This is an optimization exercise on Yosys and OpenROAD, whose aim is small area, a short achievable clock period and few clock cycles per item, not a production implementation.
Function was checked by simulation only, so behaviour that the tests miss may differ from the original.
No activity file was given, so power comes from the tool's default toggle rates.

`flow/constraint.sdc`:
```
create_clock -name core_clock -period 5.0 [get_ports {clk}]
set_input_delay 1.0000 -clock core_clock [delete_from_list [all_inputs] [get_ports {clk}]]
set_output_delay 1.0000 -clock core_clock [all_outputs]
set_load 0.01 [all_outputs]
```
`flow/flow/outbuf.tcl`:
```
# Give the output ports fed from the CRC / check registers a buf_4 as their
# port buffer (buffer_ports made them buf_1): those registers sit by the CRC
# network, far from their pins.
set lib $::env(FLOW_HOME)/platforms/sky130hd/lib/sky130_fd_sc_hd__tt_025C_1v80.lib
read_liberty $lib
read_db $::env(RESULTS)/3_place.odb
set db [ord::get_db]
set block [ord::get_db_block]
set m4 [$db findMaster sky130_fd_sc_hd__buf_4]
set ports {res_ok}
for {set k 88} {$k < 96} {incr k} { lappend ports "hdr_out\[$k\]" }
foreach p $ports {
  set bt [$block findBTerm $p]
  if {$bt == "NULL"} { continue }
  set net [$bt getNet]
  foreach it [$net getITerms] {
    set inst [$it getInst]
    set mn [[$inst getMaster] getName]
    if {[$it isOutputSignal] && [string match "sky130_fd_sc_hd__buf_*" $mn]} {
      puts "upsize [$inst getName] $mn -> sky130_fd_sc_hd__buf_4 (drives $p)"
      $inst swapMaster $m4
    }
  }
}
write_db $::env(RESULTS)/3_place.odb
```
`flow/design.v`:
```
module dtl_hdr_codec (
    input  wire         clk,
    input  wire         rst,
    input  wire         cmd_valid,
    output wire         cmd_ready,
    input  wire         cmd_op,        
    input  wire         cmd_scr_en,    
    input  wire [11:0]  b_plen,
    input  wire [11:0]  b_seq,
    input  wire [3:0]   b_mod,
    input  wire [3:0]   b_fec,
    input  wire [7:0]   b_flen,
    input  wire [7:0]   b_cwid,
    input  wire [13:0]  b_off,
    input  wire [13:0]  b_short,
    input  wire [3:0]   b_emod,
    input  wire [3:0]   b_efec,
    input  wire [767:0] hdr_in,
    output wire         res_valid,
    output wire [95:0]  hdr_out,       
    output wire         res_ok,        
    output wire [11:0]  r_plen,
    output wire [11:0]  r_seq,
    output wire [3:0]   r_mod,
    output wire [3:0]   r_fec,
    output wire [7:0]   r_flen,
    output wire [7:0]   r_cwid,
    output wire [13:0]  r_off,
    output wire [13:0]  r_short,
    output wire [3:0]   r_emod,
    output wire [3:0]   r_efec
);
    localparam HB = 96;
    localparam [95:0] SCR_SEQ = 96'h542de72b306d746440934f70;
    reg [HB-1:0] body_bits;    
    reg [HB-1:0] sign_bits;    
    integer k;
    always @* begin
        body_bits = {HB{1'b0}};
        for (k = 0; k < 12; k = k + 1) body_bits[ 0 + k] = b_plen [11 - k];
        for (k = 0; k < 12; k = k + 1) body_bits[12 + k] = b_seq  [11 - k];
        for (k = 0; k < 4;  k = k + 1) body_bits[24 + k] = b_mod  [3 - k];
        for (k = 0; k < 4;  k = k + 1) body_bits[28 + k] = b_fec  [3 - k];
        for (k = 0; k < 8;  k = k + 1) body_bits[32 + k] = b_flen [7 - k];
        for (k = 0; k < 8;  k = k + 1) body_bits[40 + k] = b_cwid [7 - k];
        for (k = 0; k < 14; k = k + 1) body_bits[48 + k] = b_off  [13 - k];
        for (k = 0; k < 14; k = k + 1) body_bits[62 + k] = b_short[13 - k];
        for (k = 0; k < 4;  k = k + 1) body_bits[76 + k] = b_emod [3 - k];
        for (k = 0; k < 4;  k = k + 1) body_bits[80 + k] = b_efec [3 - k];
    end
    always @* begin
        for (k = 0; k < HB; k = k + 1) sign_bits[k] = hdr_in[8*k + 7];
    end
    assign cmd_ready = 1'b1;
    wire [83:0] a_m;
    genvar gi;
    generate
        for (gi = 0; gi < 84; gi = gi + 1) begin : g_sel
            dtl_mux2 u_m (.s(cmd_op), .a(body_bits[gi]), .b(sign_bits[gi]), .y(a_m[gi]));
        end
    endgenerate
    wire [83:0] a_d;
    assign a_d[0] = a_m[0];
    assign a_d[1] = a_m[1];
    assign a_d[2] = a_m[2];
    assign a_d[3] = a_m[3];
    dtl_xor2 u_s4 (.a(a_m[4]), .b(cmd_scr_en), .y(a_d[4]));
    dtl_xor2 u_s5 (.a(a_m[5]), .b(cmd_scr_en), .y(a_d[5]));
    dtl_xor2 u_s6 (.a(a_m[6]), .b(cmd_scr_en), .y(a_d[6]));
    dtl_xor2 u_z7 (.a(a_m[7]), .b(a_m[39]), .y(a_d[7]));
    dtl_xor2 u_z8 (.a(a_m[8]), .b(a_m[53]), .y(a_d[8]));
    dtl_xor2 u_s9 (.a(a_m[9]), .b(cmd_scr_en), .y(a_d[9]));
    dtl_xor2 u_s10 (.a(a_m[10]), .b(cmd_scr_en), .y(a_d[10]));
    dtl_xor2 u_s11 (.a(a_m[11]), .b(cmd_scr_en), .y(a_d[11]));
    assign a_d[12] = a_m[12];
    assign a_d[13] = a_m[13];
    dtl_xor2 u_s14 (.a(a_m[14]), .b(cmd_scr_en), .y(a_d[14]));
    dtl_xor2 u_z15 (.a(a_m[15]), .b(a_m[2]), .y(a_d[15]));
    dtl_xor2 u_s16 (.a(a_m[16]), .b(cmd_scr_en), .y(a_d[16]));
    dtl_xor2 u_s17 (.a(a_m[17]), .b(cmd_scr_en), .y(a_d[17]));
    assign a_d[18] = a_m[18];
    dtl_xor2 u_z19 (.a(a_m[19]), .b(a_m[13]), .y(a_d[19]));
    dtl_xor2 u_s20 (.a(a_m[20]), .b(cmd_scr_en), .y(a_d[20]));
    assign a_d[21] = a_m[21];
    assign a_d[22] = a_m[22];
    dtl_xor2 u_s23 (.a(a_m[23]), .b(cmd_scr_en), .y(a_d[23]));
    assign a_d[24] = a_m[24];
    assign a_d[25] = a_m[25];
    assign a_d[26] = a_m[26];
    assign a_d[27] = a_m[27];
    assign a_d[28] = a_m[28];
    dtl_xor2 u_z29 (.a(a_m[29]), .b(a_m[25]), .y(a_d[29]));
    dtl_xor2 u_z30 (.a(a_m[30]), .b(a_m[74]), .y(a_d[30]));
    dtl_xor2 u_z31 (.a(a_m[31]), .b(a_m[35]), .y(a_d[31]));
    dtl_xor2 u_z32 (.a(a_m[32]), .b(a_m[43]), .y(a_d[32]));
    dtl_xor2 u_z33 (.a(a_m[33]), .b(a_m[81]), .y(a_d[33]));
    dtl_xor2 u_z34 (.a(a_m[34]), .b(a_m[69]), .y(a_d[34]));
    assign a_d[35] = a_m[35];
    assign a_d[36] = a_m[36];
    dtl_xor2 u_s37 (.a(a_m[37]), .b(cmd_scr_en), .y(a_d[37]));
    dtl_xor2 u_s38 (.a(a_m[38]), .b(cmd_scr_en), .y(a_d[38]));
    assign a_d[39] = a_m[39];
    assign a_d[40] = a_m[40];
    dtl_xor2 u_z41 (.a(a_m[41]), .b(a_m[3]), .y(a_d[41]));
    dtl_xor2 u_s42 (.a(a_m[42]), .b(cmd_scr_en), .y(a_d[42]));
    assign a_d[43] = a_m[43];
    dtl_xor2 u_s44 (.a(a_m[44]), .b(cmd_scr_en), .y(a_d[44]));
    dtl_xor2 u_s45 (.a(a_m[45]), .b(cmd_scr_en), .y(a_d[45]));
    dtl_xor2 u_z46 (.a(a_m[46]), .b(a_m[73]), .y(a_d[46]));
    assign a_d[47] = a_m[47];
    dtl_xor2 u_s48 (.a(a_m[48]), .b(cmd_scr_en), .y(a_d[48]));
    dtl_xor2 u_z49 (.a(a_m[49]), .b(a_m[58]), .y(a_d[49]));
    dtl_xor2 u_z50 (.a(a_m[50]), .b(a_m[5]), .y(a_d[50]));
    dtl_xor2 u_z51 (.a(a_m[51]), .b(a_m[6]), .y(a_d[51]));
    assign a_d[52] = a_m[52];
    dtl_xor2 u_s53 (.a(a_m[53]), .b(cmd_scr_en), .y(a_d[53]));
    dtl_xor2 u_s54 (.a(a_m[54]), .b(cmd_scr_en), .y(a_d[54]));
    dtl_xor2 u_z55 (.a(a_m[55]), .b(a_m[71]), .y(a_d[55]));
    assign a_d[56] = a_m[56];
    dtl_xor2 u_z57 (.a(a_m[57]), .b(a_m[24]), .y(a_d[57]));
    assign a_d[58] = a_m[58];
    assign a_d[59] = a_m[59];
    dtl_xor2 u_z60 (.a(a_m[60]), .b(a_m[4]), .y(a_d[60]));
    dtl_xor2 u_s61 (.a(a_m[61]), .b(cmd_scr_en), .y(a_d[61]));
    dtl_xor2 u_z62 (.a(a_m[62]), .b(a_m[40]), .y(a_d[62]));
    dtl_xor2 u_z63 (.a(a_m[63]), .b(a_m[70]), .y(a_d[63]));
    dtl_xor2 u_z64 (.a(a_m[64]), .b(a_m[42]), .y(a_d[64]));
    dtl_xor2 u_z65 (.a(a_m[65]), .b(a_m[48]), .y(a_d[65]));
    dtl_xor2 u_z66 (.a(a_m[66]), .b(a_m[21]), .y(a_d[66]));
    dtl_xor2 u_z67 (.a(a_m[67]), .b(a_m[72]), .y(a_d[67]));
    dtl_xor2 u_z68 (.a(a_m[68]), .b(a_m[75]), .y(a_d[68]));
    dtl_xor2 u_s69 (.a(a_m[69]), .b(cmd_scr_en), .y(a_d[69]));
    assign a_d[70] = a_m[70];
    assign a_d[71] = a_m[71];
    dtl_xor2 u_s72 (.a(a_m[72]), .b(cmd_scr_en), .y(a_d[72]));
    dtl_xor2 u_s73 (.a(a_m[73]), .b(cmd_scr_en), .y(a_d[73]));
    dtl_xor2 u_s74 (.a(a_m[74]), .b(cmd_scr_en), .y(a_d[74]));
    assign a_d[75] = a_m[75];
    dtl_xor2 u_z76 (.a(a_m[76]), .b(a_m[0]), .y(a_d[76]));
    dtl_xor2 u_s77 (.a(a_m[77]), .b(cmd_scr_en), .y(a_d[77]));
    dtl_xor2 u_s78 (.a(a_m[78]), .b(cmd_scr_en), .y(a_d[78]));
    dtl_xor2 u_s79 (.a(a_m[79]), .b(cmd_scr_en), .y(a_d[79]));
    dtl_xor2 u_z80 (.a(a_m[80]), .b(a_m[38]), .y(a_d[80]));
    assign a_d[81] = a_m[81];
    dtl_xor2 u_s82 (.a(a_m[82]), .b(cmd_scr_en), .y(a_d[82]));
    dtl_xor2 u_z83 (.a(a_m[83]), .b(a_m[37]), .y(a_d[83]));
    wire [7:0] u_d;
    assign u_d[0] = (cmd_op & (sign_bits[88])) ^ (cmd_scr_en & !cmd_op);
    assign u_d[1] = (cmd_op & (sign_bits[89]));
    assign u_d[2] = (cmd_op & (sign_bits[84] ^ sign_bits[90])) ^ cmd_scr_en;
    assign u_d[3] = (cmd_op & (sign_bits[84] ^ sign_bits[85] ^ sign_bits[91])) ^ cmd_scr_en;
    assign u_d[4] = (cmd_op & (sign_bits[84] ^ sign_bits[85] ^ sign_bits[86] ^ sign_bits[92]));
    assign u_d[5] = (cmd_op & (sign_bits[85] ^ sign_bits[86] ^ sign_bits[87] ^ sign_bits[93])) ^ (cmd_scr_en & cmd_op);
    assign u_d[6] = (cmd_op & (sign_bits[86] ^ sign_bits[87] ^ sign_bits[94])) ^ cmd_scr_en;
    assign u_d[7] = (cmd_op & (sign_bits[87] ^ sign_bits[95])) ^ (cmd_scr_en & !cmd_op);
    reg        a_v;
    reg [83:0] a_y;
    reg [7:0]  a_u;
    reg        a_en;
    always @(posedge clk) begin
        if (rst) a_v <= 1'b0;
        else     a_v <= cmd_valid;
        a_y  <= a_d;
        a_u  <= u_d;
        a_en <= cmd_scr_en;
    end
    wire [83:0] y;
    assign y[0] = a_y[0];
    assign y[1] = a_y[1];
    assign y[2] = a_y[2];
    assign y[3] = a_y[3];
    assign y[4] = a_y[4];
    assign y[5] = a_y[5];
    assign y[6] = a_y[6];
    dtl_xor2 u_r7 (.a(a_y[7]), .b(a_y[39]), .y(y[7]));
    dtl_xor2 u_r8 (.a(a_y[8]), .b(a_y[53]), .y(y[8]));
    assign y[9] = a_y[9];
    assign y[10] = a_y[10];
    assign y[11] = a_y[11];
    assign y[12] = a_y[12];
    assign y[13] = a_y[13];
    assign y[14] = a_y[14];
    dtl_xor2 u_r15 (.a(a_y[15]), .b(a_y[2]), .y(y[15]));
    assign y[16] = a_y[16];
    assign y[17] = a_y[17];
    assign y[18] = a_y[18];
    dtl_xor2 u_r19 (.a(a_y[19]), .b(a_y[13]), .y(y[19]));
    assign y[20] = a_y[20];
    assign y[21] = a_y[21];
    assign y[22] = a_y[22];
    assign y[23] = a_y[23];
    assign y[24] = a_y[24];
    assign y[25] = a_y[25];
    assign y[26] = a_y[26];
    assign y[27] = a_y[27];
    assign y[28] = a_y[28];
    dtl_xor2 u_r29 (.a(a_y[29]), .b(a_y[25]), .y(y[29]));
    dtl_xor2 u_r30 (.a(a_y[30]), .b(a_y[74]), .y(y[30]));
    dtl_xor2 u_r31 (.a(a_y[31]), .b(a_y[35]), .y(y[31]));
    dtl_xor2 u_r32 (.a(a_y[32]), .b(a_y[43]), .y(y[32]));
    dtl_xor2 u_r33 (.a(a_y[33]), .b(a_y[81]), .y(y[33]));
    dtl_xor2 u_r34 (.a(a_y[34]), .b(a_y[69]), .y(y[34]));
    assign y[35] = a_y[35];
    assign y[36] = a_y[36];
    assign y[37] = a_y[37];
    assign y[38] = a_y[38];
    assign y[39] = a_y[39];
    assign y[40] = a_y[40];
    dtl_xor2 u_r41 (.a(a_y[41]), .b(a_y[3]), .y(y[41]));
    assign y[42] = a_y[42];
    assign y[43] = a_y[43];
    assign y[44] = a_y[44];
    assign y[45] = a_y[45];
    dtl_xor2 u_r46 (.a(a_y[46]), .b(a_y[73]), .y(y[46]));
    assign y[47] = a_y[47];
    assign y[48] = a_y[48];
    dtl_xor2 u_r49 (.a(a_y[49]), .b(a_y[58]), .y(y[49]));
    dtl_xor2 u_r50 (.a(a_y[50]), .b(a_y[5]), .y(y[50]));
    dtl_xor2 u_r51 (.a(a_y[51]), .b(a_y[6]), .y(y[51]));
    assign y[52] = a_y[52];
    assign y[53] = a_y[53];
    assign y[54] = a_y[54];
    dtl_xor2 u_r55 (.a(a_y[55]), .b(a_y[71]), .y(y[55]));
    assign y[56] = a_y[56];
    dtl_xor2 u_r57 (.a(a_y[57]), .b(a_y[24]), .y(y[57]));
    assign y[58] = a_y[58];
    assign y[59] = a_y[59];
    dtl_xor2 u_r60 (.a(a_y[60]), .b(a_y[4]), .y(y[60]));
    assign y[61] = a_y[61];
    dtl_xor2 u_r62 (.a(a_y[62]), .b(a_y[40]), .y(y[62]));
    dtl_xor2 u_r63 (.a(a_y[63]), .b(a_y[70]), .y(y[63]));
    dtl_xor2 u_r64 (.a(a_y[64]), .b(a_y[42]), .y(y[64]));
    dtl_xor2 u_r65 (.a(a_y[65]), .b(a_y[48]), .y(y[65]));
    dtl_xor2 u_r66 (.a(a_y[66]), .b(a_y[21]), .y(y[66]));
    dtl_xor2 u_r67 (.a(a_y[67]), .b(a_y[72]), .y(y[67]));
    dtl_xor2 u_r68 (.a(a_y[68]), .b(a_y[75]), .y(y[68]));
    assign y[69] = a_y[69];
    assign y[70] = a_y[70];
    assign y[71] = a_y[71];
    assign y[72] = a_y[72];
    assign y[73] = a_y[73];
    assign y[74] = a_y[74];
    assign y[75] = a_y[75];
    dtl_xor2 u_r76 (.a(a_y[76]), .b(a_y[0]), .y(y[76]));
    assign y[77] = a_y[77];
    assign y[78] = a_y[78];
    assign y[79] = a_y[79];
    dtl_xor2 u_r80 (.a(a_y[80]), .b(a_y[38]), .y(y[80]));
    assign y[81] = a_y[81];
    assign y[82] = a_y[82];
    dtl_xor2 u_r83 (.a(a_y[83]), .b(a_y[37]), .y(y[83]));
    wire n0;
    dtl_xor2 u_n0 (.a(a_y[44]), .b(a_y[7]), .y(n0));
    wire n1;
    dtl_xor2 u_n1 (.a(a_y[27]), .b(a_y[41]), .y(n1));
    wire n2;
    dtl_xor2 u_n2 (.a(a_y[26]), .b(a_y[59]), .y(n2));
    wire n3;
    dtl_xor2 u_n3 (.a(a_y[22]), .b(a_y[36]), .y(n3));
    wire n4;
    dtl_xor2 u_n4 (.a(a_y[12]), .b(a_y[23]), .y(n4));
    wire n5;
    dtl_xor2 u_n5 (.a(a_y[28]), .b(a_y[57]), .y(n5));
    wire n6;
    dtl_xor2 u_n6 (.a(a_y[1]), .b(a_y[54]), .y(n6));
    wire n7;
    dtl_xor2 u_n7 (.a(a_y[19]), .b(a_y[37]), .y(n7));
    wire n8;
    dtl_xor2 u_n8 (.a(a_y[38]), .b(a_y[83]), .y(n8));
    wire n9;
    dtl_xor2 u_n9 (.a(a_y[20]), .b(a_y[82]), .y(n9));
    wire n10;
    dtl_xor2 u_n10 (.a(a_y[48]), .b(a_y[79]), .y(n10));
    wire n11;
    dtl_xor2 u_n11 (.a(a_y[18]), .b(a_y[52]), .y(n11));
    wire n12;
    dtl_xor2 u_n12 (.a(a_y[64]), .b(a_y[71]), .y(n12));
    wire n13;
    dtl_xor2 u_n13 (.a(a_y[14]), .b(a_y[39]), .y(n13));
    wire n14;
    dtl_xor2 u_n14 (.a(a_y[10]), .b(a_y[57]), .y(n14));
    wire n15;
    dtl_xor2 u_n15 (.a(a_y[45]), .b(a_y[50]), .y(n15));
    wire n16;
    dtl_xor2 u_n16 (.a(a_y[13]), .b(a_y[30]), .y(n16));
    wire n17;
    dtl_xor2 u_n17 (.a(a_y[15]), .b(a_y[29]), .y(n17));
    wire n18;
    dtl_xor2 u_n18 (.a(a_y[46]), .b(a_y[68]), .y(n18));
    wire n19;
    dtl_xor2 u_n19 (.a(a_y[47]), .b(a_y[73]), .y(n19));
    wire n20;
    dtl_xor2 u_n20 (.a(a_y[65]), .b(a_y[75]), .y(n20));
    wire n21;
    dtl_xor2 u_n21 (.a(a_y[34]), .b(a_y[76]), .y(n21));
    wire n22;
    dtl_xor2 u_n22 (.a(a_y[23]), .b(a_y[56]), .y(n22));
    wire n23;
    dtl_xor2 u_n23 (.a(a_y[77]), .b(a_y[9]), .y(n23));
    wire n24;
    dtl_xor2 u_n24 (.a(a_y[17]), .b(a_y[31]), .y(n24));
    wire n25;
    dtl_xor2 u_n25 (.a(a_y[32]), .b(a_y[81]), .y(n25));
    wire n26;
    dtl_xor2 u_n26 (.a(a_y[16]), .b(a_y[24]), .y(n26));
    wire n27;
    dtl_xor2 u_n27 (.a(a_y[51]), .b(a_y[55]), .y(n27));
    wire n28;
    dtl_xor2 u_n28 (.a(a_y[11]), .b(a_y[67]), .y(n28));
    wire n29;
    dtl_xor2 u_n29 (.a(a_y[53]), .b(a_y[66]), .y(n29));
    wire n30;
    dtl_xor2 u_n30 (.a(a_y[74]), .b(a_y[80]), .y(n30));
    wire n31;
    dtl_xor2 u_n31 (.a(a_y[58]), .b(a_y[63]), .y(n31));
    wire n32;
    dtl_xor2 u_n32 (.a(a_y[49]), .b(a_y[70]), .y(n32));
    wire n33;
    dtl_xor2 u_n33 (.a(a_y[43]), .b(a_y[72]), .y(n33));
    wire n34;
    dtl_xor2 u_n34 (.a(a_y[5]), .b(a_y[61]), .y(n34));
    wire n35;
    dtl_xor2 u_n35 (.a(a_y[6]), .b(a_y[8]), .y(n35));
    wire n36;
    dtl_xor2 u_n36 (.a(a_y[42]), .b(a_y[60]), .y(n36));
    wire n37;
    dtl_xor2 u_n37 (.a(a_y[2]), .b(a_y[3]), .y(n37));
    wire n38;
    dtl_xor2 u_n38 (.a(a_y[62]), .b(a_y[78]), .y(n38));
    wire n39;
    dtl_xor2 u_n39 (.a(a_y[35]), .b(a_y[40]), .y(n39));
    wire n40;
    dtl_xor2 u_n40 (.a(a_y[0]), .b(a_y[33]), .y(n40));
    wire n41;
    dtl_xor2 u_n41 (.a(a_y[65]), .b(a_y[21]), .y(n41));
    wire n42;
    dtl_xor2 u_n42 (.a(a_y[8]), .b(a_y[19]), .y(n42));
    wire n43;
    dtl_xor2 u_n43 (.a(a_y[45]), .b(a_y[60]), .y(n43));
    wire n44;
    dtl_xor2 u_n44 (.a(a_u[0]), .b(a_y[25]), .y(n44));
    wire n45;
    dtl_xor2 u_n45 (.a(a_y[55]), .b(a_y[41]), .y(n45));
    wire n46;
    dtl_xor2 u_n46 (.a(a_y[44]), .b(a_u[1]), .y(n46));
    wire n47;
    dtl_xor2 u_n47 (.a(a_y[61]), .b(a_y[33]), .y(n47));
    wire n48;
    dtl_xor2 u_n48 (.a(a_y[66]), .b(a_y[4]), .y(n48));
    wire n49;
    dtl_xor2 u_n49 (.a(a_y[50]), .b(a_y[83]), .y(n49));
    wire n50;
    dtl_xor2 u_n50 (.a(a_y[82]), .b(a_y[21]), .y(n50));
    wire n51;
    dtl_xor2 u_n51 (.a(a_y[15]), .b(a_u[2]), .y(n51));
    wire n52;
    dtl_xor2 u_n52 (.a(a_y[67]), .b(a_y[47]), .y(n52));
    wire n53;
    dtl_xor2 u_n53 (.a(a_y[51]), .b(a_y[14]), .y(n53));
    wire n54;
    dtl_xor2 u_n54 (.a(a_y[22]), .b(a_y[1]), .y(n54));
    wire n55;
    dtl_xor2 u_n55 (.a(a_y[77]), .b(a_y[25]), .y(n55));
    wire n56;
    dtl_xor2 u_n56 (.a(a_u[3]), .b(a_y[63]), .y(n56));
    wire n57;
    dtl_xor2 u_n57 (.a(a_y[11]), .b(a_y[7]), .y(n57));
    wire n58;
    dtl_xor2 u_n58 (.a(a_y[16]), .b(a_y[52]), .y(n58));
    wire n59;
    dtl_xor2 u_n59 (.a(a_y[26]), .b(a_y[32]), .y(n59));
    wire n60;
    dtl_xor2 u_n60 (.a(a_y[36]), .b(a_u[4]), .y(n60));
    wire n61;
    dtl_xor2 u_n61 (.a(a_y[49]), .b(a_y[4]), .y(n61));
    wire n62;
    dtl_xor2 u_n62 (.a(a_y[76]), .b(a_y[17]), .y(n62));
    wire n63;
    dtl_xor2 u_n63 (.a(a_y[18]), .b(a_u[5]), .y(n63));
    wire n64;
    dtl_xor2 u_n64 (.a(a_y[62]), .b(a_y[30]), .y(n64));
    wire n65;
    dtl_xor2 u_n65 (.a(a_y[29]), .b(a_y[79]), .y(n65));
    wire n66;
    dtl_xor2 u_n66 (.a(a_y[9]), .b(a_y[64]), .y(n66));
    wire n67;
    dtl_xor2 u_n67 (.a(a_y[46]), .b(a_y[69]), .y(n67));
    wire n68;
    dtl_xor2 u_n68 (.a(a_y[78]), .b(a_u[6]), .y(n68));
    wire n69;
    dtl_xor2 u_n69 (.a(a_y[34]), .b(a_y[27]), .y(n69));
    wire n70;
    dtl_xor2 u_n70 (.a(a_y[80]), .b(a_y[56]), .y(n70));
    wire n71;
    dtl_xor2 u_n71 (.a(a_u[7]), .b(a_y[31]), .y(n71));
    wire n72;
    dtl_xor2 u_n72 (.a(a_y[20]), .b(a_y[59]), .y(n72));
    wire n73;
    dtl_xor2 u_n73 (.a(a_y[1]), .b(a_y[68]), .y(n73));
    wire n74;
    dtl_xor2 u_n74 (.a(n2), .b(n3), .y(n74));
    wire n75;
    dtl_xor2 u_n75 (.a(n6), .b(n9), .y(n75));
    wire n76;
    dtl_xor2 u_n76 (.a(n0), .b(n12), .y(n76));
    wire n77;
    dtl_xor2 u_n77 (.a(n1), .b(n31), .y(n77));
    wire n78;
    dtl_xor2 u_n78 (.a(n34), .b(n5), .y(n78));
    wire n79;
    dtl_xor2 u_n79 (.a(n17), .b(n4), .y(n79));
    wire n80;
    dtl_xor2 u_n80 (.a(n13), .b(n32), .y(n80));
    wire n81;
    dtl_xor2 u_n81 (.a(n22), .b(n8), .y(n81));
    wire n82;
    dtl_xor2 u_n82 (.a(n1), .b(n36), .y(n82));
    wire n83;
    dtl_xor2 u_n83 (.a(n15), .b(n26), .y(n83));
    wire n84;
    dtl_xor2 u_n84 (.a(n40), .b(n7), .y(n84));
    wire n85;
    dtl_xor2 u_n85 (.a(n16), .b(n27), .y(n85));
    wire n86;
    dtl_xor2 u_n86 (.a(n25), .b(n28), .y(n86));
    wire n87;
    dtl_xor2 u_n87 (.a(n11), .b(n19), .y(n87));
    wire n88;
    dtl_xor2 u_n88 (.a(n0), .b(n20), .y(n88));
    wire n89;
    dtl_xor2 u_n89 (.a(n14), .b(n29), .y(n89));
    wire n90;
    dtl_xor2 u_n90 (.a(n41), .b(n3), .y(n90));
    wire n91;
    dtl_xor2 u_n91 (.a(n39), .b(n5), .y(n91));
    wire n92;
    dtl_xor2 u_n92 (.a(n37), .b(n43), .y(n92));
    wire n93;
    dtl_xor2 u_n93 (.a(n44), .b(n30), .y(n93));
    wire n94;
    dtl_xor2 u_n94 (.a(n21), .b(n42), .y(n94));
    wire n95;
    dtl_xor2 u_n95 (.a(n18), .b(n46), .y(n95));
    wire n96;
    dtl_xor2 u_n96 (.a(n39), .b(n45), .y(n96));
    wire n97;
    dtl_xor2 u_n97 (.a(n48), .b(n49), .y(n97));
    wire n98;
    dtl_xor2 u_n98 (.a(n47), .b(n23), .y(n98));
    wire n99;
    dtl_xor2 u_n99 (.a(a_y[10]), .b(n51), .y(n99));
    wire n100;
    dtl_xor2 u_n100 (.a(n38), .b(n21), .y(n100));
    wire n101;
    dtl_xor2 u_n101 (.a(n50), .b(n52), .y(n101));
    wire n102;
    dtl_xor2 u_n102 (.a(n56), .b(n58), .y(n102));
    wire n103;
    dtl_xor2 u_n103 (.a(n33), .b(n10), .y(n103));
    wire n104;
    dtl_xor2 u_n104 (.a(n53), .b(n18), .y(n104));
    wire n105;
    dtl_xor2 u_n105 (.a(n55), .b(n57), .y(n105));
    wire n106;
    dtl_xor2 u_n106 (.a(n54), .b(n24), .y(n106));
    wire n107;
    dtl_xor2 u_n107 (.a(n30), .b(n61), .y(n107));
    wire n108;
    dtl_xor2 u_n108 (.a(n38), .b(n60), .y(n108));
    wire n109;
    dtl_xor2 u_n109 (.a(n59), .b(n35), .y(n109));
    wire n110;
    dtl_xor2 u_n110 (.a(n62), .b(a_y[69]), .y(n110));
    wire n111;
    dtl_xor2 u_n111 (.a(n63), .b(n23), .y(n111));
    wire n112;
    dtl_xor2 u_n112 (.a(n6), .b(n65), .y(n112));
    wire n113;
    dtl_xor2 u_n113 (.a(n35), .b(n2), .y(n113));
    wire n114;
    dtl_xor2 u_n114 (.a(n33), .b(n64), .y(n114));
    wire n115;
    dtl_xor2 u_n115 (.a(n68), .b(n66), .y(n115));
    wire n116;
    dtl_xor2 u_n116 (.a(n24), .b(n67), .y(n116));
    wire n117;
    dtl_xor2 u_n117 (.a(n70), .b(n72), .y(n117));
    wire n118;
    dtl_xor2 u_n118 (.a(n10), .b(n37), .y(n118));
    wire n119;
    dtl_xor2 u_n119 (.a(n69), .b(n73), .y(n119));
    wire n120;
    dtl_xor2 u_n120 (.a(n4), .b(n71), .y(n120));
    wire n121;
    dtl_xor2 u_n121 (.a(n77), .b(n88), .y(n121));
    wire n122;
    dtl_xor2 u_n122 (.a(n81), .b(n82), .y(n122));
    wire n123;
    dtl_xor2 u_n123 (.a(n75), .b(n80), .y(n123));
    wire n124;
    dtl_xor2 u_n124 (.a(n76), .b(n87), .y(n124));
    wire n125;
    dtl_xor2 u_n125 (.a(n74), .b(n85), .y(n125));
    wire n126;
    dtl_xor2 u_n126 (.a(n93), .b(n92), .y(n126));
    wire n127;
    dtl_xor2 u_n127 (.a(n90), .b(n86), .y(n127));
    wire n128;
    dtl_xor2 u_n128 (.a(n91), .b(n94), .y(n128));
    wire n129;
    dtl_xor2 u_n129 (.a(n96), .b(n95), .y(n129));
    wire n130;
    dtl_xor2 u_n130 (.a(n97), .b(n74), .y(n130));
    wire n131;
    dtl_xor2 u_n131 (.a(n98), .b(n79), .y(n131));
    wire n132;
    dtl_xor2 u_n132 (.a(n99), .b(n83), .y(n132));
    wire n133;
    dtl_xor2 u_n133 (.a(n101), .b(n100), .y(n133));
    wire n134;
    dtl_xor2 u_n134 (.a(n106), .b(n103), .y(n134));
    wire n135;
    dtl_xor2 u_n135 (.a(n102), .b(n78), .y(n135));
    wire n136;
    dtl_xor2 u_n136 (.a(n104), .b(n105), .y(n136));
    wire n137;
    dtl_xor2 u_n137 (.a(n79), .b(n110), .y(n137));
    wire n138;
    dtl_xor2 u_n138 (.a(n108), .b(n78), .y(n138));
    wire n139;
    dtl_xor2 u_n139 (.a(n107), .b(n109), .y(n139));
    wire n140;
    dtl_xor2 u_n140 (.a(n114), .b(n111), .y(n140));
    wire n141;
    dtl_xor2 u_n141 (.a(n113), .b(n84), .y(n141));
    wire n142;
    dtl_xor2 u_n142 (.a(n83), .b(n112), .y(n142));
    wire n143;
    dtl_xor2 u_n143 (.a(n89), .b(n86), .y(n143));
    wire n144;
    dtl_xor2 u_n144 (.a(n116), .b(n115), .y(n144));
    wire n145;
    dtl_xor2 u_n145 (.a(n84), .b(n120), .y(n145));
    wire n146;
    dtl_xor2 u_n146 (.a(n119), .b(n89), .y(n146));
    wire n147;
    dtl_xor2 u_n147 (.a(n117), .b(n118), .y(n147));
    wire n148;
    dtl_xor2 u_n148 (.a(n127), .b(n123), .y(n148));
    wire n149;
    dtl_xor2 u_n149 (.a(n128), .b(n126), .y(n149));
    wire n150;
    dtl_xor2 u_n150 (.a(n131), .b(n123), .y(n150));
    wire n151;
    dtl_xor2 u_n151 (.a(n129), .b(n130), .y(n151));
    wire n152;
    dtl_xor2 u_n152 (.a(n132), .b(n133), .y(n152));
    wire n153;
    dtl_xor2 u_n153 (.a(n122), .b(n125), .y(n153));
    wire n154;
    dtl_xor2 u_n154 (.a(n135), .b(n134), .y(n154));
    wire n155;
    dtl_xor2 u_n155 (.a(n136), .b(n122), .y(n155));
    wire n156;
    dtl_xor2 u_n156 (.a(n138), .b(n124), .y(n156));
    wire n157;
    dtl_xor2 u_n157 (.a(n139), .b(n137), .y(n157));
    wire n158;
    dtl_xor2 u_n158 (.a(n141), .b(n142), .y(n158));
    wire n159;
    dtl_xor2 u_n159 (.a(n121), .b(n140), .y(n159));
    wire n160;
    dtl_xor2 u_n160 (.a(n144), .b(n143), .y(n160));
    wire n161;
    dtl_xor2 u_n161 (.a(n125), .b(n121), .y(n161));
    wire n162;
    dtl_xor2 u_n162 (.a(n147), .b(n146), .y(n162));
    wire n163;
    dtl_xor2 u_n163 (.a(n124), .b(n145), .y(n163));
    wire n164;
    dtl_xor2 u_n164 (.a(n149), .b(n148), .y(n164));
    wire n165;
    dtl_xor2 u_n165 (.a(n150), .b(n151), .y(n165));
    wire n166;
    dtl_xor2 u_n166 (.a(n152), .b(n153), .y(n166));
    wire n167;
    dtl_xor2 u_n167 (.a(n155), .b(n154), .y(n167));
    wire n168;
    dtl_xor2 u_n168 (.a(n156), .b(n157), .y(n168));
    wire n169;
    dtl_xor2 u_n169 (.a(n158), .b(n159), .y(n169));
    wire n170;
    dtl_xor2 u_n170 (.a(n160), .b(n161), .y(n170));
    wire n171;
    dtl_xor2 u_n171 (.a(n163), .b(n162), .y(n171));
    wire [7:0] t = {n171, n170, n169, n168, n167, n166, n165, n164};
    wire [3:0] ok_a;
    wire [1:0] ok_b;
    wire       ok;
    dtl_nor2  u_ok_a0 (.a(t[0]), .b(t[1]), .y(ok_a[0]));
    dtl_nor2  u_ok_a1 (.a(t[2]), .b(t[3]), .y(ok_a[1]));
    dtl_nor2  u_ok_a2 (.a(t[4]), .b(t[5]), .y(ok_a[2]));
    dtl_nor2  u_ok_a3 (.a(t[6]), .b(t[7]), .y(ok_a[3]));
    dtl_nand2 u_ok_b0 (.a(ok_a[0]), .b(ok_a[1]), .y(ok_b[0]));
    dtl_nand2 u_ok_b1 (.a(ok_a[2]), .b(ok_a[3]), .y(ok_b[1]));
    dtl_nor2  u_ok_c  (.a(ok_b[0]), .b(ok_b[1]), .y(ok));
    reg          b_v;
    reg [83:0]   b_y;
    reg          b_r85;         
    reg [7:0]    b_t;
    reg          b_ok;
    always @(posedge clk) begin
        if (rst) b_v <= 1'b0;
        else     b_v <= a_v;
        b_y   <= y;
        b_r85 <= a_en;
        b_t   <= t;
        b_ok  <= ok;
    end
    assign res_valid = b_v;
    assign hdr_out   = {b_t, 2'b00, b_r85, 1'b0, b_y};
    assign res_ok    = b_ok;
    genvar g;
    generate
        for (g = 0; g < 12; g = g + 1) begin : g_plen
            assign r_plen[11 - g] = b_y[ 0 + g];
            assign r_seq [11 - g] = b_y[12 + g];
        end
        for (g = 0; g < 4; g = g + 1) begin : g_id
            assign r_mod [3 - g] = b_y[24 + g];
            assign r_fec [3 - g] = b_y[28 + g];
            assign r_emod[3 - g] = b_y[76 + g];
            assign r_efec[3 - g] = b_y[80 + g];
        end
        for (g = 0; g < 8; g = g + 1) begin : g_byte
            assign r_flen[7 - g] = b_y[32 + g];
            assign r_cwid[7 - g] = b_y[40 + g];
        end
        for (g = 0; g < 14; g = g + 1) begin : g_wide
            assign r_off  [13 - g] = b_y[48 + g];
            assign r_short[13 - g] = b_y[62 + g];
        end
    endgenerate
endmodule
module dtl_mux2 (input wire s, input wire a, input wire b, output wire y);
    assign y = s ? b : a;
endmodule
module dtl_nor2 (input wire a, input wire b, output wire y);
    assign y = ~(a | b);
endmodule
module dtl_nand2 (input wire a, input wire b, output wire y);
    assign y = ~(a & b);
endmodule
module dtl_xor2 (input wire a, input wire b, output wire y);
    assign y = a ^ b;
endmodule
```
`flow/flow/io.tcl`:
```
# Pin order: each header bit's sample sign, field input and both outputs side
# by side, bits in order around the die, in the middle part of each edge.
set_io_pin_constraint -group -order -region bottom:25-195 -pin_names {hdr_in[7] b_plen[11] hdr_out[0] r_plen[11] hdr_in[15] b_plen[10] hdr_out[1] r_plen[10] hdr_in[23] b_plen[9] hdr_out[2] r_plen[9] hdr_in[31] b_plen[8] hdr_out[3] r_plen[8] hdr_in[39] b_plen[7] hdr_out[4] r_plen[7] hdr_in[47] b_plen[6] hdr_out[5] r_plen[6] hdr_in[55] b_plen[5] hdr_out[6] r_plen[5] hdr_in[63] b_plen[4] hdr_out[7] r_plen[4] hdr_in[71] b_plen[3] hdr_out[8] r_plen[3] hdr_in[79] b_plen[2] hdr_out[9] r_plen[2] hdr_in[87] b_plen[1] hdr_out[10] r_plen[1] hdr_in[95] b_plen[0] hdr_out[11] r_plen[0] hdr_in[103] b_seq[11] hdr_out[12] r_seq[11] hdr_in[111] b_seq[10] hdr_out[13] r_seq[10] hdr_in[119] b_seq[9] hdr_out[14] r_seq[9] hdr_in[127] b_seq[8] hdr_out[15] r_seq[8] hdr_in[135] b_seq[7] hdr_out[16] r_seq[7] hdr_in[143] b_seq[6] hdr_out[17] r_seq[6] hdr_in[151] b_seq[5] hdr_out[18] r_seq[5] hdr_in[159] b_seq[4] hdr_out[19] r_seq[4] hdr_in[167] b_seq[3] hdr_out[20] r_seq[3] hdr_in[679] hdr_out[84] hdr_in[687] hdr_out[85] hdr_in[695] hdr_out[86] cmd_op cmd_scr_en}
set_io_pin_constraint -group -order -region right:25-195 -pin_names {hdr_in[175] b_seq[2] hdr_out[21] r_seq[2] hdr_in[183] b_seq[1] hdr_out[22] r_seq[1] hdr_in[191] b_seq[0] hdr_out[23] r_seq[0] hdr_in[199] b_mod[3] hdr_out[24] r_mod[3] hdr_in[207] b_mod[2] hdr_out[25] r_mod[2] hdr_in[215] b_mod[1] hdr_out[26] r_mod[1] hdr_in[223] b_mod[0] hdr_out[27] r_mod[0] hdr_in[231] b_fec[3] hdr_out[28] r_fec[3] hdr_in[239] b_fec[2] hdr_out[29] r_fec[2] hdr_in[247] b_fec[1] hdr_out[30] r_fec[1] hdr_in[255] b_fec[0] hdr_out[31] r_fec[0] hdr_in[263] b_flen[7] hdr_out[32] r_flen[7] hdr_in[271] b_flen[6] hdr_out[33] r_flen[6] hdr_in[279] b_flen[5] hdr_out[34] r_flen[5] hdr_in[287] b_flen[4] hdr_out[35] r_flen[4] hdr_in[295] b_flen[3] hdr_out[36] r_flen[3] hdr_in[303] b_flen[2] hdr_out[37] r_flen[2] hdr_in[311] b_flen[1] hdr_out[38] r_flen[1] hdr_in[319] b_flen[0] hdr_out[39] r_flen[0] hdr_in[327] b_cwid[7] hdr_out[40] r_cwid[7] hdr_in[335] b_cwid[6] hdr_out[41] r_cwid[6] hdr_in[703] hdr_out[87] hdr_in[711] hdr_out[88] hdr_in[719] hdr_out[89] cmd_valid rst}
set_io_pin_constraint -group -order -region top:25-195 -pin_names {hdr_in[343] b_cwid[5] hdr_out[42] r_cwid[5] hdr_in[351] b_cwid[4] hdr_out[43] r_cwid[4] hdr_in[359] b_cwid[3] hdr_out[44] r_cwid[3] hdr_in[367] b_cwid[2] hdr_out[45] r_cwid[2] hdr_in[375] b_cwid[1] hdr_out[46] r_cwid[1] hdr_in[383] b_cwid[0] hdr_out[47] r_cwid[0] hdr_in[391] b_off[13] hdr_out[48] r_off[13] hdr_in[399] b_off[12] hdr_out[49] r_off[12] hdr_in[407] b_off[11] hdr_out[50] r_off[11] hdr_in[415] b_off[10] hdr_out[51] r_off[10] hdr_in[423] b_off[9] hdr_out[52] r_off[9] hdr_in[431] b_off[8] hdr_out[53] r_off[8] hdr_in[439] b_off[7] hdr_out[54] r_off[7] hdr_in[447] b_off[6] hdr_out[55] r_off[6] hdr_in[455] b_off[5] hdr_out[56] r_off[5] hdr_in[463] b_off[4] hdr_out[57] r_off[4] hdr_in[471] b_off[3] hdr_out[58] r_off[3] hdr_in[479] b_off[2] hdr_out[59] r_off[2] hdr_in[487] b_off[1] hdr_out[60] r_off[1] hdr_in[495] b_off[0] hdr_out[61] r_off[0] hdr_in[503] b_short[13] hdr_out[62] r_short[13] hdr_in[727] hdr_out[90] hdr_in[735] hdr_out[91] hdr_in[743] hdr_out[92] clk res_ok}
set_io_pin_constraint -group -order -region left:25-195 -pin_names {hdr_in[511] b_short[12] hdr_out[63] r_short[12] hdr_in[519] b_short[11] hdr_out[64] r_short[11] hdr_in[527] b_short[10] hdr_out[65] r_short[10] hdr_in[535] b_short[9] hdr_out[66] r_short[9] hdr_in[543] b_short[8] hdr_out[67] r_short[8] hdr_in[551] b_short[7] hdr_out[68] r_short[7] hdr_in[559] b_short[6] hdr_out[69] r_short[6] hdr_in[567] b_short[5] hdr_out[70] r_short[5] hdr_in[575] b_short[4] hdr_out[71] r_short[4] hdr_in[583] b_short[3] hdr_out[72] r_short[3] hdr_in[591] b_short[2] hdr_out[73] r_short[2] hdr_in[599] b_short[1] hdr_out[74] r_short[1] hdr_in[607] b_short[0] hdr_out[75] r_short[0] hdr_in[615] b_emod[3] hdr_out[76] r_emod[3] hdr_in[623] b_emod[2] hdr_out[77] r_emod[2] hdr_in[631] b_emod[1] hdr_out[78] r_emod[1] hdr_in[639] b_emod[0] hdr_out[79] r_emod[0] hdr_in[647] b_efec[3] hdr_out[80] r_efec[3] hdr_in[655] b_efec[2] hdr_out[81] r_efec[2] hdr_in[663] b_efec[1] hdr_out[82] r_efec[1] hdr_in[671] b_efec[0] hdr_out[83] r_efec[0] hdr_in[751] hdr_out[93] hdr_in[759] hdr_out[94] hdr_in[767] hdr_out[95] res_valid cmd_ready}
```
`flow/flow/downsize.tcl`:
```
# Set every combinational cell of 2_floorplan.odb to the smallest drive
# strength (_1) of its footprint. Registers, clock cells and tie cells stay.
set lib $::env(FLOW_HOME)/platforms/sky130hd/lib/sky130_fd_sc_hd__tt_025C_1v80.lib
read_liberty $lib
read_db $::env(RESULTS)/2_floorplan.odb
set db [ord::get_db]
set n 0
foreach inst [[ord::get_db_block] getInsts] {
  set m [[$inst getMaster] getName]
  if {![regexp {^(sky130_fd_sc_hd__[a-z0-9]+)_([0-9]+)$} $m -> base size]} { continue }
  if {$size == 1} { continue }
  if {[regexp {__(df|sdf|edf|dl|clk|conb|tap|fill|decap|diode|probe|lpflow)} $base]} { continue }
  set target ${base}_1
  set tm [$db findMaster $target]
  if {$tm == "NULL" || $tm == ""} { continue }
  puts "downsize [$inst getName] $m -> $target"
  $inst swapMaster $tm
  incr n
}
puts "downsized $n cells"
write_db $::env(RESULTS)/2_floorplan.odb
```
`flow/standard.sh`:
```
#!/bin/bash
# synth_recipe.tcl (not shown) runs the flow's synth.tcl, then flattens the netlist and writes it again
# the make line also repeats each setting of config.mk as NAME=value (left out here)
make -C /OpenROAD-flow-scripts/flow DESIGN_CONFIG=/design/flow/config.mk WORK_HOME=/design/flow/orfs CLKGATE_MAP_FILE= SYNTH_SCRIPT=/design/flow/synth_recipe.tcl "${@:-finish}"
```
`flow/flow/run.sh`:
```
#!/bin/bash
# The standard layout, with these changes to how it is made:
#  - the port buffers are made from the smallest buffer cell (buf_1);
#  - the pins of each header bit sit side by side (flow/io.tcl), and the
#    top and bottom pins may use met4 as well as met2, so that the 1040 pins
#    fit a smaller die;
#  - clock tree synthesis adds no dummy loads;
#  - the port buffers of the CRC and check outputs are buf_4 (flow/outbuf.tcl);
#  - after floorplan, every combinational cell is set to the smallest drive
#    strength of its footprint, so that the later timing repair sizes up
#    only what the timing needs.
# Each tool's output goes to a log of its own in the work folder.
set -euo pipefail
cd "$(dirname "$0")/.."
W=$PWD
R=$W/orfs/results/${FLOW_PLATFORM:-sky130hd}/dtl_hdr_codec/base
PB="BUFFER_PORTS_ARGS=-buffer_cell sky130_fd_sc_hd__buf_1"
IO="PRE_IO_PLACEMENT_TCL=$W/flow/io.tcl"
PV="IO_PLACER_V=met2 met4"
CTS="CTS_ARGS=-sink_clustering_enable -repair_clock_nets -dont_use_dummy_load"
bash standard.sh "$PB" "$IO" "$PV" floorplan > flow_make_floorplan.log 2>&1
RESULTS=$R openroad -no_init -exit flow/downsize.tcl > flow_downsize.log 2>&1
bash standard.sh "$PB" "$IO" "$PV" place > flow_make_place.log 2>&1
RESULTS=$R openroad -no_init -exit flow/outbuf.tcl > flow_outbuf.log 2>&1
bash standard.sh "$PB" "$IO" "$PV" "$CTS" finish > flow_make_finish.log 2>&1
```
`flow/config.mk`:
```
export PLATFORM = sky130hd
export DESIGN_NAME = dtl_hdr_codec
export DESIGN_NICKNAME = dtl_hdr_codec
export VERILOG_FILES = /design/flow/design.v
export SDC_FILE = /design/flow/constraint.sdc
export NUM_CORES = 4
export LEC_CHECK = 0
export CAP_MARGIN = 20
export CORE_AREA = 10 10 210 210
export DIE_AREA = 0 0 220 220
export PLACE_DENSITY = 0.7
export SETUP_SLACK_MARGIN = 2.9
export SLEW_MARGIN = 20
export SYNTH_HIERARCHICAL = 1
export SYNTH_MINIMUM_KEEP_SIZE = 0
export TNS_END_PERCENT = 30
```
==> flow_summary.json, run 1 <==
{
  "rows": 73,
  "die_h_microns": 220,
  "start_util_pct": 20.7,
  "yosys_most_used_dff": "dfxtp_1",
  "yosysWarnings": 7,
  "synth_edf_count": 0,
  "outcome": "did not finish",
  "synthArstFlopShare_pct": 0,
  "yosysUniqueCellTypes": 16,
  "synthTopCellsByArea": "dfxtp_1, xor2_1, mux2_4",
  "stop_stage": "3_2_place_iop",
  "yosysTopAreaCellShare_pct": 46.1,
  "syn_area_per_cell_sq_um": 12.6,
  "error": "[ERROR PPL-0024] Number of IO pins (1040) exceeds maximum number of available positions (1026). Increase the die perimeter from 880.00um to 1913.60um.",
  "ys_seq_area_share_pct": 46.1,
  "synth_top_cells_by_count": "xor2_1, dfxtp_1, buf_4, mux2_4, xnor2_1",
  "yosysMostFrequentCell": "xor2_1",
  "die_w_microns": 220,
  "synth_seq_cells": 189,
  "syn_inst": 652,
  "synth_top_area_cell": "dfxtp_1",
  "syn_area_sq_um": 8220
}
[cells by family after synthesis]
logic type                count (synthesis)  share of synthesized area, %
other                                     2                        0.0914
and+or+nand+nor                          16                         0.883
AOI/OAI and AO/OA                         1                        0.0609
buffers and inverters                    91                          8.32
xor gates and xnor gates                268                          29.1
DFF                                     189                          46.1
muxes                                    85                          15.5
[modules after synthesis (local to each module, per instance)]
module | area (sq um) | times used
dtl_nand2 | 3.75 | 2
dtl_hdr_codec | 4690 | 1
dtl_xor2 | 8.76 | 256
dtl_mux2 | 15.0 | 84
dtl_nor2 | 3.75 | 5
Testbench counts, summed over its fixed seeds: cycles 976, items 960.
==> run 2, diff against run 1 <==
==> flow/flow/io.tcl (replaced) <==
# Pin order: each header bit's sample sign, field input and both outputs side
# by side, bits in order around the die, in the middle part of each edge.
set_io_pin_constraint -group -order -region bottom:25-207 -pin_names {hdr_in[7] b_plen[11] hdr_out[0] r_plen[11] hdr_in[15] b_plen[10] hdr_out[1] r_plen[10] hdr_in[23] b_plen[9] hdr_out[2] r_plen[9] hdr_in[31] b_plen[8] hdr_out[3] r_plen[8] hdr_in[39] b_plen[7] hdr_out[4] r_plen[7] hdr_in[47] b_plen[6] hdr_out[5] r_plen[6] hdr_in[55] b_plen[5] hdr_out[6] r_plen[5] hdr_in[63] b_plen[4] hdr_out[7] r_plen[4] hdr_in[71] b_plen[3] hdr_out[8] r_plen[3] hdr_in[79] b_plen[2] hdr_out[9] r_plen[2] hdr_in[87] b_plen[1] hdr_out[10] r_plen[1] hdr_in[95] b_plen[0] hdr_out[11] r_plen[0] hdr_in[103] b_seq[11] hdr_out[12] r_seq[11] hdr_in[111] b_seq[10] hdr_out[13] r_seq[10] hdr_in[119] b_seq[9] hdr_out[14] r_seq[9] hdr_in[127] b_seq[8] hdr_out[15] r_seq[8] hdr_in[135] b_seq[7] hdr_out[16] r_seq[7] hdr_in[143] b_seq[6] hdr_out[17] r_seq[6] hdr_in[151] b_seq[5] hdr_out[18] r_seq[5] hdr_in[159] b_seq[4] hdr_out[19] r_seq[4] hdr_in[167] b_seq[3] hdr_out[20] r_seq[3] hdr_in[679] hdr_out[84] hdr_in[687] hdr_out[85] hdr_in[695] hdr_out[86] cmd_op cmd_scr_en}
set_io_pin_constraint -group -order -region right:25-207 -pin_names {hdr_in[175] b_seq[2] hdr_out[21] r_seq[2] hdr_in[183] b_seq[1] hdr_out[22] r_seq[1] hdr_in[191] b_seq[0] hdr_out[23] r_seq[0] hdr_in[199] b_mod[3] hdr_out[24] r_mod[3] hdr_in[207] b_mod[2] hdr_out[25] r_mod[2] hdr_in[215] b_mod[1] hdr_out[26] r_mod[1] hdr_in[223] b_mod[0] hdr_out[27] r_mod[0] hdr_in[231] b_fec[3] hdr_out[28] r_fec[3] hdr_in[239] b_fec[2] hdr_out[29] r_fec[2] hdr_in[247] b_fec[1] hdr_out[30] r_fec[1] hdr_in[255] b_fec[0] hdr_out[31] r_fec[0] hdr_in[263] b_flen[7] hdr_out[32] r_flen[7] hdr_in[271] b_flen[6] hdr_out[33] r_flen[6] hdr_in[279] b_flen[5] hdr_out[34] r_flen[5] hdr_in[287] b_flen[4] hdr_out[35] r_flen[4] hdr_in[295] b_flen[3] hdr_out[36] r_flen[3] hdr_in[303] b_flen[2] hdr_out[37] r_flen[2] hdr_in[311] b_flen[1] hdr_out[38] r_flen[1] hdr_in[319] b_flen[0] hdr_out[39] r_flen[0] hdr_in[327] b_cwid[7] hdr_out[40] r_cwid[7] hdr_in[335] b_cwid[6] hdr_out[41] r_cwid[6] hdr_in[703] hdr_out[87] hdr_in[711] hdr_out[88] hdr_in[719] hdr_out[89] cmd_valid rst}
set_io_pin_constraint -group -order -region top:25-207 -pin_names {hdr_in[343] b_cwid[5] hdr_out[42] r_cwid[5] hdr_in[351] b_cwid[4] hdr_out[43] r_cwid[4] hdr_in[359] b_cwid[3] hdr_out[44] r_cwid[3] hdr_in[367] b_cwid[2] hdr_out[45] r_cwid[2] hdr_in[375] b_cwid[1] hdr_out[46] r_cwid[1] hdr_in[383] b_cwid[0] hdr_out[47] r_cwid[0] hdr_in[391] b_off[13] hdr_out[48] r_off[13] hdr_in[399] b_off[12] hdr_out[49] r_off[12] hdr_in[407] b_off[11] hdr_out[50] r_off[11] hdr_in[415] b_off[10] hdr_out[51] r_off[10] hdr_in[423] b_off[9] hdr_out[52] r_off[9] hdr_in[431] b_off[8] hdr_out[53] r_off[8] hdr_in[439] b_off[7] hdr_out[54] r_off[7] hdr_in[447] b_off[6] hdr_out[55] r_off[6] hdr_in[455] b_off[5] hdr_out[56] r_off[5] hdr_in[463] b_off[4] hdr_out[57] r_off[4] hdr_in[471] b_off[3] hdr_out[58] r_off[3] hdr_in[479] b_off[2] hdr_out[59] r_off[2] hdr_in[487] b_off[1] hdr_out[60] r_off[1] hdr_in[495] b_off[0] hdr_out[61] r_off[0] hdr_in[503] b_short[13] hdr_out[62] r_short[13] hdr_in[727] hdr_out[90] hdr_in[735] hdr_out[91] hdr_in[743] hdr_out[92] clk res_ok}
set_io_pin_constraint -group -order -region left:25-207 -pin_names {hdr_in[511] b_short[12] hdr_out[63] r_short[12] hdr_in[519] b_short[11] hdr_out[64] r_short[11] hdr_in[527] b_short[10] hdr_out[65] r_short[10] hdr_in[535] b_short[9] hdr_out[66] r_short[9] hdr_in[543] b_short[8] hdr_out[67] r_short[8] hdr_in[551] b_short[7] hdr_out[68] r_short[7] hdr_in[559] b_short[6] hdr_out[69] r_short[6] hdr_in[567] b_short[5] hdr_out[70] r_short[5] hdr_in[575] b_short[4] hdr_out[71] r_short[4] hdr_in[583] b_short[3] hdr_out[72] r_short[3] hdr_in[591] b_short[2] hdr_out[73] r_short[2] hdr_in[599] b_short[1] hdr_out[74] r_short[1] hdr_in[607] b_short[0] hdr_out[75] r_short[0] hdr_in[615] b_emod[3] hdr_out[76] r_emod[3] hdr_in[623] b_emod[2] hdr_out[77] r_emod[2] hdr_in[631] b_emod[1] hdr_out[78] r_emod[1] hdr_in[639] b_emod[0] hdr_out[79] r_emod[0] hdr_in[647] b_efec[3] hdr_out[80] r_efec[3] hdr_in[655] b_efec[2] hdr_out[81] r_efec[2] hdr_in[663] b_efec[1] hdr_out[82] r_efec[1] hdr_in[671] b_efec[0] hdr_out[83] r_efec[0] hdr_in[751] hdr_out[93] hdr_in[759] hdr_out[94] hdr_in[767] hdr_out[95] res_valid cmd_ready}
--- a/flow/config.mk
+++ b/flow/config.mk
@@ -8,4 +8,4 @@
 export CAP_MARGIN = 20
-export CORE_AREA = 10 10 210 210
-export DIE_AREA = 0 0 220 220
+export CORE_AREA = 10 10 222 222
+export DIE_AREA = 0 0 232 232
 export PLACE_DENSITY = 0.7
==> run 2 against run 1 <==
Compared with the run above:
- now clean on timing, DRC and antenna
- synthesized cell count did not move
- synthesized area did not move
==> flow_summary.json, run 2 <==
{
  "crit_path_start_kind": "flop",
  "setup-violations-final": 0,
  "yosys_most_used_dff": "dfxtp_1",
  "antenna_found_initial": 7,
  "synthArstFlopShare_pct": 0,
  "yosysTopAreaCellShare_pct": 46.1,
  "crit_type": "flop to primary output",
  "synth_edf_count": 0,
  "cts_root_buffer": "clkbuf_16",
  "cts_buffer_depth": 2,
  "via_per_inst": 3.46,
  "cp-end-kind": "primary output",
  "clock-sinks": 189,
  "whs_path_depth": 0,
  "yosysUniqueCellTypes": 16,
  "finalWorstSetupSlack_ps": 2880,
  "rsz0062_at_grt": "true",
  "fmax_mhz": 471,
  "clock_tree.htree_level_count": 4,
  "gp_congestion": 0.858,
  "grt-ovfl-total": 0,
  "powerDensity_nw_per_um2": 512,
  "first_iter_violations": 143,
  "crit_fanout": 2,
  "r2r_slack_ps": 2910,
  "leakage_nw": 3.92,
  "final_common_cell": "buf_1",
  "synthTopCellsByArea": "dfxtp_1, xor2_1, mux2_4",
  "worstRegToRegCells": 9,
  "dp_slack_ps": 2100,
  "crit_cells": 1,
  "slowest_stage": "dfxtp_1",
  "place_hpwl_mm": 29.8,
  "core_area_sq_um": 44300,
  "slowest_delay_ps": 470,
  "syn_area_sq_um": 8220,
  "synth_top_area_cell": "dfxtp_1",
  "synth_seq_cells": 189,
  "layout_common_cells": "buf_1, xor2_1, dfxtp_1, mux2_1, dfxtp_2",
  "path_cells": "buf_1",
  "area_growth_pct": 23.6,
  "nets": 1807,
  "drive_gt1_share_pct": 10.9,
  "cts_buffers": 17,
  "syn_area_per_cell_sq_um": 12.6,
  "path_clk_slew_ps": 60,
  "finalPower_mw": 5.20,
  "path_buf_inv": 1,
  "synth_top_cells_by_count": "xor2_1, dfxtp_1, buf_4, mux2_4, xnor2_1",
  "hold_viol": 0,
  "outcome": "no timing/DRC/antenna violations",
  "drc_errors": 0,
  "ir_drop_v": 0.000287,
  "holdBufCountCts": 0,
  "hold_class": "flop to flop",
  "tightest_slew_ps": 503,
  "finalClockSkew_ps": 29.1,
  "rows": 77,
  "wl_per_cell_microns": 21.9,
  "final.setup.tns_ps": 0,
  "detail-route-antenna-nets": 0,
  "vias": 5341,
  "cp_data_required_time_ps": 4000,
  "grt_pass1_wl_mm": 44.2,
  "cap_violations": 0,
  "dieArea_sq_um": 53800,
  "syn_inst": 652,
  "dr.pass1.iters": 4,
  "fin_crit_ps": 2120,
  "die_w_microns": 232,
  "clock_latency_ps": 480,
  "die_h_microns": 232,
  "maxSlewViolCount": 0,
  "grt_max_degree": 48,
  "pin_count": 1040,
  "cts_tree": "yes",
  "largestRegisters": "a_y x84, b_y x84",
  "wl_mm": 33.8,
  "ys_seq_area_share_pct": 46.1,
  "yosysMostFrequentCell": "xor2_1",
  "worstPathArrival_ps": 1120,
  "port_buffers": 363,
  "grt_use_total_pct": 12.3,
  "relSlewSlack_pct": 66.4,
  "yosysWarnings": 7,
  "period_share_pct": 42.5,
  "start_util_pct": 18.5,
  "first_global_vias": 6080,
  "crit_family": "flip-flops"
}
## run 2: modules after synthesis (local to each module, per instance)
module | cell area [sq um] | copies in the design
dtl_hdr_codec | 4690 | 1
dtl_mux2 | 15.0 | 84
dtl_nand2 | 3.75 | 2
dtl_nor2 | 3.75 | 5
dtl_xor2 | 8.76 | 256
## run 2: logic make-up (layout without fill, tap and decap cells)
family,after synthesis,count (layout),synth area share (%)
XOR/XNOR,268,268,29.1
flip-flops,189,189,46.1
buffers and inverters,91,385,8.32
multiplexers,85,85,15.5
AND/OR/NAND/NOR,16,16,0.883
other,2,6,0.0914
AO/OA/AOI/OAI,1,1,0.0609
## run 2: layout make-up
cell class / count / area, sq um
sequential: 189 / 3850
tap: 592 / 741
clock buffer: 17 / 425
fill: 4782 / 34200
timing repair buffer: 368 / 1480
multi-input combinational: 374 / 3660
antenna: 2 / 5.00
## run 2: report_power, final
part           total [mW]  internal, mW  switching, mW
sequential           2.06          1.78          0.278
clock                1.14         0.590          0.555
combinational        1.99         0.772           1.22
total                5.20          3.14           2.05
## run 2: final timing paths
check | startpoint | end
worst min-delay path | a_en | b_r85
worst max register to register | a_y[26] | b_ok
worst max-delay path | b_y[53] | r_off[8]
worst min register to register | a_en | b_r85
## run 2: metal layers
metal	GRT usage [%]	up-vias	routed length, microns
met3	4.21	135	2420
met5	0	-	69
met1	14.3	2343	14300
met4	5.88	10	1230
li1	-	2536	-
met2	20.1	317	15700
## run 2: stage by stage
step | cell area [sq um] | cells | util, % | hold slack (ps)
floorplan | 8220 | 654 | - | 310
global placement | 9360 | 1520 | 21.1 | 311
detailed placement | 9360 | 1520 | 21.1 | 322
CTS | 9890 | 1538 | 22.3 | 336
global route | 10200 | 1540 | 22.9 | 356
finish | 10200 | 1542 | 22.9 | 330
## run 2: timing repair
item,CTS,global route
resized for setup,15,68
endpoints found under the setup margin,75,35
pin swaps,1,13
buffers inserted,1,2
cloned,0,0
==> run 3, diff against run 2 <==
--- a/flow/config.mk
+++ b/flow/config.mk
@@ -11,3 +11,3 @@
 export PLACE_DENSITY = 0.7
-export SETUP_SLACK_MARGIN = 2.9
+export SETUP_SLACK_MARGIN = 2.85
 export SLEW_MARGIN = 20
==> run 3 against run 2 <==
Compared with the run above:
- still clean
- setup slack got worse by 37 ps
- first-iteration DRC count increased by 17%
- power decreased by 2.4%
- non-clock buffer count decreased by 3
- count of clock-buffer cells in the layout unchanged
- clock skew decreased by 0.85 ps
- synthesized cell count unchanged
- global-route usage about the same
- critical path type is now flop to flop
==> flow_summary.json, run 3 <==
{
  "r2r_slack_ps": 2840,
  "post_cts_buffers": 0,
  "final.setup.tns_ps": 0,
  "dpl_cell_area_sq_um": 9360,
  "final_common_cell": "buf_1",
  "yosys_most_used_dff": "dfxtp_1",
  "dieArea_sq_um": 53800,
  "first_global_vias": 6090,
  "die_h_microns": 232,
  "cp-end-kind": "flop",
  "clock_latency_ps": 470,
  "start_util_pct": 18.5,
  "worstReg2RegEnd": "b_ok",
  "ys_seq_area_share_pct": 46.1,
  "fin_crit_ps": 2160,
  "wl_mm": 33.7,
  "layout_common_cells": "buf_1, xor2_1, dfxtp_1, mux2_1, clkbuf_16",
  "cap_violations": 0,
  "synth_top_cells_by_count": "xor2_1, dfxtp_1, buf_4, mux2_4, xnor2_1",
  "detail-route-antenna-nets": 0,
  "cp_data_required_time_ps": 5370,
  "cts_buffer_depth": 2,
  "clock_tree.htree_level_count": 4,
  "worstRegToRegCells": 8,
  "hold_viol": 0,
  "grt_use_total_pct": 12.3,
  "dp_slack_ps": 2100,
  "rows": 77,
  "syn_area_per_cell_sq_um": 12.6,
  "rsz0062_at_grt": "true",
  "drc_errors": 0,
  "grt_max_degree": 48,
  "synth_edf_count": 0,
  "crit_fanout": 3,
  "leakage_nw": 3.87,
  "clock-sinks": 189,
  "busiest_layer": "met2",
  "path_clk_slew_ps": 70,
  "yosysTopAreaCellShare_pct": 46.1,
  "grt-ovfl-total": 0,
  "finalPower_mw": 5.07,
  "vias": 5350,
  "syn_inst": 652,
  "grt_pass1_wl_mm": 44.3,
  "worstPathArrival_ps": 2530,
  "first_iter_violations": 168,
  "wl_per_cell_microns": 21.9,
  "largestRegisters": "a_y x84, b_y x84",
  "synthArstFlopShare_pct": 0,
  "yosysWarnings": 7,
  "reg2reg_from": "a_y[29]",
  "use_met1_pct": 14.3,
  "finalClockSkew_ps": 28.2,
  "crit_type": "flop to flop",
  "gp_congestion": 0.858,
  "powerDensity_nw_per_um2": 508,
  "yosysMostFrequentCell": "xor2_1",
  "utilization_pct": 22.5,
  "core_area_sq_um": 44300,
  "period_share_pct": 43.2,
  "relSlewSlack_pct": 66.2,
  "ir_drop_v": 0.000278,
  "synth_top_area_cell": "dfxtp_1",
  "place_hpwl_mm": 29.8,
  "synthTopCellsByArea": "dfxtp_1, xor2_1, mux2_4",
  "die_w_microns": 232,
  "syn_area_sq_um": 8220,
  "via_per_inst": 3.48,
  "crit_path_start_kind": "flop",
  "whs_path_depth": 0,
  "cts_root_buffer": "clkbuf_16",
  "pin_count": 1040,
  "hold_class": "flop to flop",
  "cts_tree": "yes",
  "cts_buffers": 17,
  "hp-start": "a_en",
  "outcome": "no timing/DRC/antenna violations",
  "setup-violations-final": 0,
  "fmax_mhz": 463,
  "use_met3_pct": 4.21,
  "tightest_slew_ps": 506,
  "port_buffers": 363,
  "dr.pass1.iters": 5,
  "synth_seq_cells": 189,
  "yosysUniqueCellTypes": 16,
  "postLayoutCellArea_sq_um": 9990,
  "finalWorstSetupSlack_ps": 2840,
  "area_growth_pct": 21.6,
  "maxSlewViolCount": 0,
  "met2_usage_pct": 20.1,
  "worstHoldEndpoint": "b_r85",
  "drive_gt1_share_pct": 6.88,
  "nets": 1804,
  "antenna_found_initial": 7
}
## run 3: metal layers
metal  vias to the layer above  part of all wire (%)
met5                         -                  0.20
met4                        10                   3.7
met3                       136                   7.5
met2                       323                    47
met1                      2341                    42
li1                       2540                     -
## run 3: where the power goes
part           internal (mW)  switching [mW]
clock network          0.590           0.548
registers               1.78           0.274
logic                  0.698            1.19
total                   3.07            2.01
## run 3: layout make-up
| class | instances | area (sq um) |
|---|---|---|
| Fill cell | 4805 | 34300 |
| Sequential cell | 189 | 3800 |
| Multi-Input combinational cell | 374 | 3580 |
| Timing Repair Buffer | 365 | 1440 |
| Tap cell | 592 | 741 |
| Clock buffer | 17 | 425 |
| Antenna cell | 2 | 5.00 |
## run 3: timing repair
item,in CTS,in global routing
pin swaps,0,4
gates resized for setup,3,34
setup endpoints to repair,51,21
hold buffers,0,0
## run 3: worst max-delay path: stages (launching register included)
cell,delay [ps]
dfxtp_1,540
xor2_1,230
xor2_1,310
xor2_1,210
xor2_1,250
xor2_2,280
nor2_1,130
nand2_1,80
nor2_1,40
## run 3: stage by stage
step	hold slack, ps	cells
after floorplan	310	654
after global placement	311	1520
after detailed placement	322	1520
after CTS	336	1537
after global routing	356	1537
final	330	1539
## run 3: logic make-up after synthesis
kind of cell	after synthesis	synth area share [%]
xor+xnor	268	29.1
flops	189	46.1
compound gates	1	0.0609
other cells	2	0.0914
buf+inv	91	8.32
mux	85	15.5
simple gates	16	0.883
## run 3: Yosys stat by module (local to each module, per instance)
module | cell area (sq um) | times used | flip-flops and latches
dtl_hdr_codec | 4690 | 1 | 189
dtl_mux2 | 15.0 | 84 | 0
dtl_xor2 | 8.76 | 256 | 0
dtl_nand2 | 3.75 | 2 | 0
dtl_nor2 | 3.75 | 5 | 0
## run 3: how the worst max path moves through the flow
stage | cells after the start | start | end | slack (ps)
3_3_place_gp | 4 | cmd_op | a_y[83] | 2130
5_1_grt | 8 | a_y[0] | b_ok | 2720
4_1_cts | 8 | a_y[23] | b_ok | 2630
2_1_floorplan | 4 | cmd_scr_en | a_u[5] | 3220
3_5_place_dp | 4 | cmd_op | a_y[83] | 2100
6_report | 8 | a_y[29] | b_ok | 2840

-- static timing again, ports no longer ideal --
The flow's constraints put no driver on any port. The routed layouts listed below were extracted and timed again, unchanged, in two steps. Step 1 (the two cells are an assumption about what drives the block):
set clk [get_ports {clk}]
set_driving_cell -lib_cell sky130_fd_sc_hd__clkbuf_16 $clk
set_driving_cell -lib_cell sky130_fd_sc_hd__buf_2 [delete_from_list [all_inputs] $clk]
Step 2 moves the port delays by t, midway between the first and last clock arrival at a register: inputs arrive t later, outputs are due t later. That takes back most of the time a late clock gives input paths. Slacks: ideal / step 1 / step 2; pairs: ideal / step 1.
| run | t, ns | slack for setup (ns) | latest minus earliest clock arrival (ns) | slew at the worst register clock pin (ns) | cell pins on the clock port's net |
|---|---|---|---|---|---|
| run 2 | 0.506 | 2.876 / 2.832 / 2.475 | 0.030 / 0.030 | 0.08 / 0.08 | 1 |
| run 3 | 0.503 | 2.838 / 2.832 / 2.380 | 0.029 / 0.030 | 0.08 / 0.08 | 1 |
After both steps every run listed still meets setup and hold. For run 3, which loses most, drivers alone change the setup slack by -0.006 ns; drivers and shift together by -0.458 ns.
